This design comes from an exercise in tuning for small area, a short achievable clock period and few clock cycles on the open sky130 flow, not from production work. RTL that was checked went through simulation tests only; none was proved equivalent to the original.

lane 1:
==> flow/design.v (excerpt) <==
module vpha_hash (
    input  wire         clk,
    input  wire         rst,        
    input  wire         start,      
    input  wire [31:0]  len,        
    output reg          busy,
    output reg          done,
    output wire [31:0]  result,
    output reg          rd_req,
    output wire [31:0]  rd_addr,    
    output wire [5:0]   rd_len,     
    input  wire         rd_ready,
    input  wire         rd_valid,
    input  wire [255:0] rd_data     
);
    reg [31:0]  h;             
    reg [1:0]   m;             
    reg [27:0]  blk;           
    reg [27:0]  rhi;           
    reg [3:0]   llo;           
    reg [2:0]   qlast;         
    reg         nslot;         
    reg         fdone;         
    reg         flast;         
    reg         fin;           
    reg         outst;         
    reg         lds;           
    reg [127:0] buf0, buf1;    
    reg [1:0]   full;          
    reg [4:0]   rlen;          
    reg [2:0]   p;             
    reg         pdone;         
    reg [23:0]  prev;          
    reg [23:0]  x0, x1;        
    reg         xv, xl;        
    assign result  = h;
    assign rd_addr = {blk, 4'd0};
    assign rd_len  = {1'b0, rlen};
    wire [255:0] bufw = {buf1, buf0};
    wire [31:0]  w    = bufw[32*p +: 32];
    wire [7:0] w0 = w[7:0],    w1 = w[15:8],  w2 = w[23:16], w3 = w[31:24];
    wire [7:0] p1 = prev[7:0], p2 = prev[15:8], p3 = prev[23:16];
    reg  [7:0] v0, v1, v2, v3;
    always @(*) begin
        case (m)
            2'd0:    begin v0 = w0; v1 = w1; v2 = w2; v3 = w3; end
            2'd1:    begin v0 = p3; v1 = w0; v2 = w1; v3 = w2; end
            2'd2:    begin v0 = p2; v1 = p3; v2 = w0; v3 = w1; end
            default: begin v0 = p1; v1 = p2; v2 = p3; v3 = w0; end
        endcase
    end
    wire [23:0] x0_n, x1_n;
    wire [31:0] h_n;
    vpha_word_sum  u_ws (.v0(v0), .v1(v1), .v2(v2), .v3(v3), .s0(x0_n), .s1(x1_n));
    vpha_state_sum u_ss (.h(h), .x0(x0), .x1(x1), .s(h_n));
    wire go    = busy & full[p[2]] & ~pdone;        
    wire wlast = fin & (p == qlast);                
    wire       vld    = rd_valid & outst;
  ...
Size in the first run: ~440 flip-flops, about 370 I/O pins.
Settings: LEC_CHECK=0, ABC_CLOCK_PERIOD_IN_PS=3000, CAP_MARGIN=20, CORE_MARGIN=2, CORE_UTILIZATION=60, SETUP_SLACK_MARGIN=5, SLEW_MARGIN=20; clock period 12.0 ns.
run.sh (not shown) runs the stock make flow with config.mk's settings and CLKGATE_MAP_FILE= SYNTH_SCRIPT=/design/flow/synth_recipe.tcl, a recipe that flattens the netlist after the stock synthesis.
Testbench counts of lane 1, summed over its fixed seeds: cycles 23,130.
Setup changes, lane 1 to lane 2
- setting CTS_BUF_LIST to sky130_fd_sc_hd__clkbuf_4 sky130_fd_sc_hd__clkbuf_8 for the first time
- setting TNS_END_PERCENT to 0 for the first time
- removing SETUP_SLACK_MARGIN (formerly 5)
==> flow/flow/run.sh (new file) <==
#!/bin/bash
set -euo pipefail
bash standard.sh SETUP_SLACK_MARGIN=8.5 finish > make_finish.log 2>&1
==> flow/standard.sh (new file) <==
#!/bin/bash
# synth_recipe.tcl (not shown) runs the flow's synth.tcl, then flattens the netlist and writes it again
# the make line also repeats each setting of config.mk as NAME=value (left out here)
make -C /OpenROAD-flow-scripts/flow DESIGN_CONFIG=/design/flow/config.mk WORK_HOME=/design/flow/orfs CLKGATE_MAP_FILE= SYNTH_SCRIPT=/design/flow/synth_recipe.tcl "${@:-finish}"
removed: flow/run.sh
==> comparison <==
Summary — final core utilization, lane 2 relative to lane 1: higher, by 2.6 points. The final layout from lane 2, which completed every stage, passed the timing, DRC and antenna checks at the end of the flow.
### lane 2 -> lane 3
- removing CTS_BUF_LIST (formerly sky130_fd_sc_hd__clkbuf_4 sky130_fd_sc_hd__clkbuf_8)
Notes after the runs:
- Summary of lane 3 over lane 2: remaining antenna violation count held.
- Between lane 3 and lane 2, the difference in final area is negligible.
- Diff lane 3..lane 2 | synthesized cell count | unchanged
- Looking at lane 3 and lane 2, the core utilization is a wash.


## run 1
vpha_hash, a different RTL version from the one above (not shown whole).
Size in the first run: roughly 370 I/O pins.
## vpha_hash
module vpha_hash (
    input  wire         clk,
    input  wire         rst,        
    input  wire         start,      
    input  wire [31:0]  len,        
    output reg          busy,
    output reg          done,
    output wire [31:0]  result,
    output reg          rd_req,
    output wire [31:0]  rd_addr,    
    output reg  [5:0]   rd_len,     
    input  wire         rd_ready,
    input  wire         rd_valid,
    input  wire [255:0] rd_data     
);
export LEC_CHECK = 0
export ABC_CLOCK_PERIOD_IN_PS = 3000
export CAP_MARGIN = 20
export CORE_MARGIN = 2
export CORE_UTILIZATION = 40
export SETUP_SLACK_MARGIN = 5
export SLEW_MARGIN = 20
create_clock -name core_clock -period 12.0 [get_ports {clk}]
Stock flow here: none of the scripts above is used.
#### Input delta (run 2 over run 1)
# run 1
export LEC_CHECK = 0
export ABC_CLOCK_PERIOD_IN_PS = 3000
export CAP_MARGIN = 20
export CORE_MARGIN = 2
export CORE_UTILIZATION = 40
export SETUP_SLACK_MARGIN = 5
export SLEW_MARGIN = 20
create_clock -name core_clock -period 12.0 [get_ports {clk}]
# run 2
export LEC_CHECK = 0
export ABC_CLOCK_PERIOD_IN_PS = 3000
export CAP_MARGIN = 20
export CORE_MARGIN = 2
export CORE_UTILIZATION = 60
export SETUP_SLACK_MARGIN = 5
export SLEW_MARGIN = 20
create_clock -name core_clock -period 12.0 [get_ports {clk}]
- Die area went down by more than a quarter going from run 1 to run 2.
- Final design utilization | run 2 above run 1
- Run 2 vs run 1 — critical path depth rose 1.
- Delta (run 2 minus run 1): final antenna diode count fell 4, fraction of area in multi-input gates rose 0.39 points.
- Between run 1 and run 2, final critical-path share of the clock period is lower for run 2, run 1 comes in above that.
- Compared run 2 vs run 1, and detailed-route via count is up in run 2.
diff inputs: run 2 => run 3
# run 2
export LEC_CHECK = 0
export ABC_CLOCK_PERIOD_IN_PS = 3000
export CAP_MARGIN = 20
export CORE_MARGIN = 2
export CORE_UTILIZATION = 60
export SETUP_SLACK_MARGIN = 5
export SLEW_MARGIN = 20
create_clock -name core_clock -period 12.0 [get_ports {clk}]
# run 3
export LEC_CHECK = 0
export ABC_CLOCK_PERIOD_IN_PS = 3000
export CAP_MARGIN = 20
export CORE_MARGIN = 2
export CORE_UTILIZATION = 70
export SETUP_SLACK_MARGIN = 5
export SLEW_MARGIN = 20
create_clock -name core_clock -period 12.0 [get_ports {clk}]
Results
- Taking run 2 as the reference, in run 3 per-cell routed wire length increased by 27% relative to the old numbers; final period utilization shows an increase of 6.5 points.
- Run 2 -> run 3: final-layout setup total negative slack delta 0, exact match
- The final area of run 3 was superior to that of run 2.
- Taking run 3 over run 2, the count of clock buffers in the final design ratio works out to 1.07.
- | critical path's largest stage delay | run 3 vs run 2 | 0.04 ns higher |
- [compare] base=run 2 new=run 3: wire length has increased, number of non-clock buffers in the layout has decreased, clock buffer count from CTS has decreased, met3 wirelength from detailed routing has increased.
- Comparing run 2 and run 3, effective utilization at floorplan is lower on run 2.
Edits applied to the flow inputs when going from run 3 to run 4:
# run 3
export LEC_CHECK = 0
export ABC_CLOCK_PERIOD_IN_PS = 3000
export CAP_MARGIN = 20
export CORE_MARGIN = 2
export CORE_UTILIZATION = 70
export SETUP_SLACK_MARGIN = 5
export SLEW_MARGIN = 20
create_clock -name core_clock -period 12.0 [get_ports {clk}]
# run 4
export LEC_CHECK = 0
export ABC_CLOCK_PERIOD_IN_PS = 3000
export CAP_MARGIN = 20
export CORE_MARGIN = 2
export CORE_UTILIZATION = 40
export SLEW_MARGIN = 20
create_clock -name core_clock -period 12.0 [get_ports {clk}]
==> flow/flow/run.sh (new file) <==
#!/bin/bash
set -euo pipefail
bash standard.sh SETUP_SLACK_MARGIN=8.5 finish > make_finish.log 2>&1
==> flow/standard.sh (new file) <==
#!/bin/bash
# synth_recipe.tcl (not shown) runs the flow's synth.tcl, then flattens the netlist and writes it again
# the make line also repeats each setting of config.mk as NAME=value (left out here)
make -C /OpenROAD-flow-scripts/flow DESIGN_CONFIG=/design/flow/config.mk WORK_HOME=/design/flow/orfs CLKGATE_MAP_FILE= SYNTH_SCRIPT=/design/flow/synth_recipe.tcl "${@:-finish}"
removed: flow/run.sh
Notes after the runs:
- Run 4: PASS, flow complete, no timing, DRC or antenna violations
- Total wire length after detailed routing ends up higher on run 4.
- Relative to run 3, the first-pass GRT wire length measured on run 4 has increased slightly.
- Diff run 3 -> run 4: detailed-placement wirelength estimate increased by 4.6% relative to the old numbers, average routed wire per standard cell decreased by about 17% relative to the old numbers, final critical path time including I/O delays and setup decreased by 1.52 ns relative to the old numbers.
Function was not checked in any run of this note: the RTL went through the layout flow alone.


Setup of amber:
Another version of the RTL of vpha_hash (not shown whole).
For scale: roughly 1800 cells after synthesis, roughly 370 I/O pins, ~24000 um2 of cells after synthesis.
Settings: LEC_CHECK=0, ABC_CLOCK_PERIOD_IN_PS=3000, CAP_MARGIN=20, CORE_MARGIN=2, CORE_UTILIZATION=65, CTS_CLUSTER_DIAMETER=100, CTS_CLUSTER_SIZE=22, SLEW_MARGIN=20, TNS_END_PERCENT=5; clock period 12.0 ns.
standard.sh (not shown) runs the stock make flow with config.mk's settings and CLKGATE_MAP_FILE= SYNTH_SCRIPT=/design/flow/synth_recipe.tcl, a recipe that flattens the netlist after the stock synthesis.
==> flow/flow/run.sh <==
#!/bin/bash
set -euo pipefail
bash standard.sh SETUP_SLACK_MARGIN=8.5 finish > make_finish.log 2>&1
Testbench counts of amber, summed over its fixed seeds: cycles 23,130.
The inputs of nickel differ from those of amber as listed below.
- TNS_END_PERCENT changed from 5 to 0
==> flow/flow/run.sh <==
#!/bin/bash
set -euo pipefail
bash standard.sh SYNTH_ARGS=-noabc SETUP_SLACK_MARGIN=8.5 finish > make_finish.log 2>&1
Results
- When nickel is measured against amber, its count of multi-input gates turns out 5.3% lower.
- In the tables for nickel and amber, sum of routed wire length over all layers reads lower with nickel.
- Between nickel and amber, it is nickel whose maximum clock rate is lower, by about 3.2%.
- Between nickel and amber, it is nickel whose gate count of the mapped netlist is lower, by 97.
- Compared with amber, nickel shows a data required time at the worst endpoint that is 0.13 ns higher.
Changes in onyx relative to nickel:
- CTS_CLUSTER_SIZE now 25, was 22
- CTS_CLUSTER_DIAMETER now 110, was 100
==> flow/flow/run.sh <==
#!/bin/bash
set -euo pipefail
bash standard.sh SETUP_SLACK_MARGIN=8.5 finish > make_finish.log 2>&1
==> results.txt <==
The final reports for onyx and nickel show post-synthesis compound-gate area fraction higher in the former.
Number of post-CTS setup repair buffers went down by a few percent going from nickel to onyx.
Cmp nickel and onyx / number of multi-input logic gates / higher: onyx
Higher non-clock buffer count among nickel and onyx: nickel
Row area growth from synthesis to final layout: onyx lower / nickel higher
nickel finished every stage and its layout cleared the timing, DRC and antenna checks.
No stage failed in onyx, and the final checks on the layout all came back clean.
Input changes introduced in xenon (baseline for comparison: onyx):
- changing CORE_UTILIZATION from 65 to 70
- changing CTS_CLUSTER_SIZE from 25 to 22
- changing CTS_CLUSTER_DIAMETER from 110 to 100
Findings:
Run comparison: onyx worst setup path endpoint h[29]; xenon worst setup path endpoint h[31]
Aggregate routed wire length (lower): onyx
Number of cell rows (higher): onyx
Per the comparison of xenon with onyx, count of non-filler cells in the finished layout went down; global router's overall resource usage picked up an extra 5.1 points.
onyx → xenon: worst endpoint data arrival time +0.19 ns; least setup slack across all paths after layout -0.18 ns; path depth of the worst reg2reg path -2; met1 routed wirelength after detailed routing -1.7%.
Run comparison: onyx first element of the critical path h[6]; xenon first element of the critical path h[5]
Edits applied to the flow inputs when going from xenon to pepper:
- swapping 70 for 65 in CORE_UTILIZATION
--- outcome ---
Summary of pepper over xenon: cell area after layout went up 120 um2; core utilization went down 6.4 points.
Data arrival time at the worst-slack endpoint ends up lower on pepper.
For total cell area at the placement stage, xenon and pepper come out practically identical.
Summary: with xenon as the reference, total of plain and repair buffers excluding clock buffers in pepper moved up by a few percent.
Both conditions hold for pepper: the flow ran to the end and the final layout passed the timing, DRC and antenna checks.
In pepper the smallest setup slack after layout turned out 0.21 ns higher than in xenon.
Higher post-layout minimum cycle time was reported by xenon, not pepper.
Sequential share of layout area, xenon and pepper, lower one = pepper.
pepper against xenon; fmax is up by a few percent.


## 05-20
Another version of the RTL of vpha_hash (not shown whole).
Size: roughly 1,900 cells after synthesis, ~370 I/O pins.
==> flow/design.v (excerpt) <==
module vpha_hash (
    input  wire         clk,
    input  wire         rst,        
    input  wire         start,      
    input  wire [31:0]  len,        
    output reg          busy,
    output reg          done,
    output wire [31:0]  result,
    output reg          rd_req,
    output wire [31:0]  rd_addr,    
    output wire [5:0]   rd_len,     
    input  wire         rd_ready,
    input  wire         rd_valid,
    input  wire [255:0] rd_data     
);
    reg [31:0]  h;             
    reg [1:0]   m;             
    reg [27:0]  blk;           
    reg [27:0]  rhi;           
    reg [3:0]   llo;           
    reg [2:0]   qlast;         
    reg         nslot;         
    reg         fdone;         
    reg         flast;         
    reg         fin;           
    reg         outst;         
    reg         lds;           
    reg [127:0] buf0, buf1;    
    reg [1:0]   full;          
  ...
Settings: LEC_CHECK=0, ABC_CLOCK_PERIOD_IN_PS=4500, CAP_MARGIN=20, CORE_MARGIN=2, CORE_UTILIZATION=60, CTS_CLUSTER_DIAMETER=100, CTS_CLUSTER_SIZE=22, SLEW_MARGIN=20, TNS_END_PERCENT=0; clock period 12.0 ns.
==> flow/flow/run.sh <==
#!/bin/bash
set -euo pipefail
bash standard.sh SETUP_SLACK_MARGIN=8.5 finish > make_finish.log 2>&1
05-20 finished end to end and its layout was clean on timing, DRC and antenna.
Testbench counts of 05-20, summed over its fixed seeds: cycles 23,130.
Modified inputs, 01-15 compared to 05-20
Settings: CORE_UTILIZATION now 65, was 60; ABC_CLOCK_PERIOD_IN_PS now 3000, was 4500.
==> results.txt <==
Going from 05-20 to 01-15, sequential share of layout area now sits at about the same level; total number of vias increased 124.
Looking at final core utilization, 01-15 sits 6.2 points higher than 05-20 does.
The higher buffer count from post-CTS setup fixing of 01-15 and 05-20 is in 01-15.
Number of instances in the placed design in 01-15 is about 2.2% below 05-20.
Diff 05-20 -> 01-15: routed length on met3 now larger.


## run A
Starting RTL as in the previous note.
==> flow/config.mk <==
export PLATFORM = sky130hd
export DESIGN_NAME = vpha_hash
export DESIGN_NICKNAME = vpha_hash
export VERILOG_FILES = /design/flow/design.v
export SDC_FILE = /design/flow/constraint.sdc
export NUM_CORES = 4
export LEC_CHECK = 0
export ABC_CLOCK_PERIOD_IN_PS = 3000
export CAP_MARGIN = 20
export CORE_MARGIN = 2
export CORE_UTILIZATION = 60
export CTS_CLUSTER_DIAMETER = 80
export CTS_CLUSTER_SIZE = 26
export SLEW_MARGIN = 20
export TNS_END_PERCENT = 0
==> flow/constraint.sdc <==
create_clock -name core_clock -period 12.0 [get_ports {clk}]
set_input_delay 2.4000 -clock core_clock [delete_from_list [all_inputs] [get_ports {clk}]]
set_output_delay 2.4000 -clock core_clock [all_outputs]
set_load 0.01 [all_outputs]
Scripts as last shown in full above: flow/flow/run.sh
Testbench counts of run A, summed over its fixed seeds: cycles 23,130.
## Diff of input files: run B against run A
Settings: changing CAP_MARGIN from 20 to 5; changing SLEW_MARGIN from 20 to 5; changing CTS_CLUSTER_DIAMETER from 80 to 100; changing CTS_CLUSTER_SIZE from 26 to 22.
Notes after the runs:
- From run A to run B the numbers moved as follows: sequential share of cell area went up, register-to-register slack went down, worst setup slack after layout went down.
- Comparing run B with run A, the overall via count from detail_route came out essentially unchanged.
- Run B and run A ended up with nearly the same cell count.
> inputs changed (run B -> run C)
Settings: a change of SLEW_MARGIN from 5 to 20; a change of CAP_MARGIN from 5 to 20.
==> flow/flow/run.sh <==
#!/bin/bash
set -euo pipefail
bash standard.sh SETUP_SLACK_MARGIN=9.0 finish > make_finish.log 2>&1
## What came out
Looking at the reports, run C completed the entire flow and the layout it produced met the timing, DRC and antenna checks.
As far as multi-input gate area in the final layout goes, run B and run C are indistinguishable; the numbers are identical.
Delta (run C minus run B): number of sequential cells in the layout now sits at about the same level; finished layout cell area neither gained nor lost much; delay of the slowest critical-path stage roughly the same; minimum clock period was more or less identical; core utilization stayed essentially flat.
Changes observed in run C relative to run B: total count of max-transition violations in the final report level, sequential area share after synthesis level.
Edits applied to the flow inputs when going from run C to run D:
==> flow/flow/run.sh <==
#!/bin/bash
set -euo pipefail
bash standard.sh SETUP_SLACK_MARGIN=8.5 finish > make_finish.log 2>&1
Findings:
- From run D to run C, number of buffers added by the clock tree synthesis step did not move at all.
- Comparing run D against run C, there is no change at all in time the final worst path needs with I/O delays and setup.
- Run C → run D: worst-case setup margin in the final layout level.
- Diff run C -> run D: critical path depth essentially unchanged; clock-cell share of area did not really move.
- In terms of setup TNS, run D and run C differ only marginally.
- From run C to run D the numbers moved as follows: share of cell area taken by flip-flops and latches neither gained nor lost much, tightest slew margin relative to the limit neither gained nor lost much.

[port drivers added, routing unchanged]
The results above use ideal ports. As a check the final layouts listed here were re-extracted and re-timed, cells and wires unchanged. Step 1 assumes that a clkbuf_16 drives the clock port and a buf_2 every other input. Step 2 also shifts input and output timing later by t, the mid clock arrival at the registers, as if the neighbouring blocks saw the same clock. Three values: ideal, step 1, step 2; two values: the first two.
run | shift t [ns] | setup slack, ns | worst hold slack (ns) | worst setup path at the end | worst data-port slew with drivers (ns)
lane 1 | 0.633 | 6.822 / 6.822 / 6.387 | 0.479 / 0.479 / 0.479 | input to register | 0.07
lane 2 | 0.672 | 7.600 / 7.600 / 6.975 | 0.473 / 0.473 / 0.473 | input to register | 0.08
lane 3 | 0.638 | 7.554 / 7.554 / 6.950 | 0.473 / 0.473 / 0.473 | input to register | 0.07
run 1 | 0.637 | 6.657 / 6.657 / 6.352 | 0.524 / 0.524 / 0.524 | input to register | 0.12
run 2 | 0.638 | 6.962 / 6.962 / 6.589 | 0.496 / 0.496 / 0.496 | input to register | 0.07
run 3 | 0.633 | 6.184 / 6.184 / 5.904 | 0.493 / 0.493 / 0.493 | input to register | 0.10
run 4 | 0.637 | 7.703 / 7.703 / 7.589 | 0.504 / 0.504 / 0.504 | input to register | 0.10
amber | 0.620 | 7.544 / 7.544 / 7.498 | 0.500 / 0.500 / 0.500 | input to register | 0.07
nickel | 0.619 | 7.396 / 7.396 / 6.864 | 0.509 / 0.509 / 0.509 | input to register | 0.08
onyx | 0.598 | 7.559 / 7.559 / 7.064 | 0.499 / 0.499 / 0.499 | input to register | 0.07
xenon | 0.611 | 7.377 / 7.377 / 6.989 | 0.496 / 0.496 / 0.496 | input to register | 0.07
pepper | 0.617 | 7.585 / 7.585 / 7.044 | 0.500 / 0.500 / 0.500 | input to register | 0.06
05-20 | 0.633 | 7.557 / 7.557 / 7.034 | 0.489 / 0.489 / 0.489 | input to register | 0.08
01-15 | 0.613 | 7.637 / 7.637 / 7.085 | 0.499 / 0.499 / 0.499 | input to register | 0.08
run A | 0.641 | 7.593 / 7.532 / 7.070 | 0.484 / 0.484 / 0.484 | input to register | 0.08
run B | 0.633 | 7.557 / 7.557 / 7.034 | 0.489 / 0.489 / 0.489 | input to register | 0.08
run C | 0.633 | 7.557 / 7.557 / 7.034 | 0.489 / 0.489 / 0.489 | input to register | 0.08
run D | 0.633 | 7.557 / 7.557 / 7.034 | 0.489 / 0.489 / 0.489 | input to register | 0.08
After both steps setup and hold are still met in every run listed. The setup slack of lane 2, which loses most, moves by 0.000 ns with the drivers and by -0.625 ns with both steps.
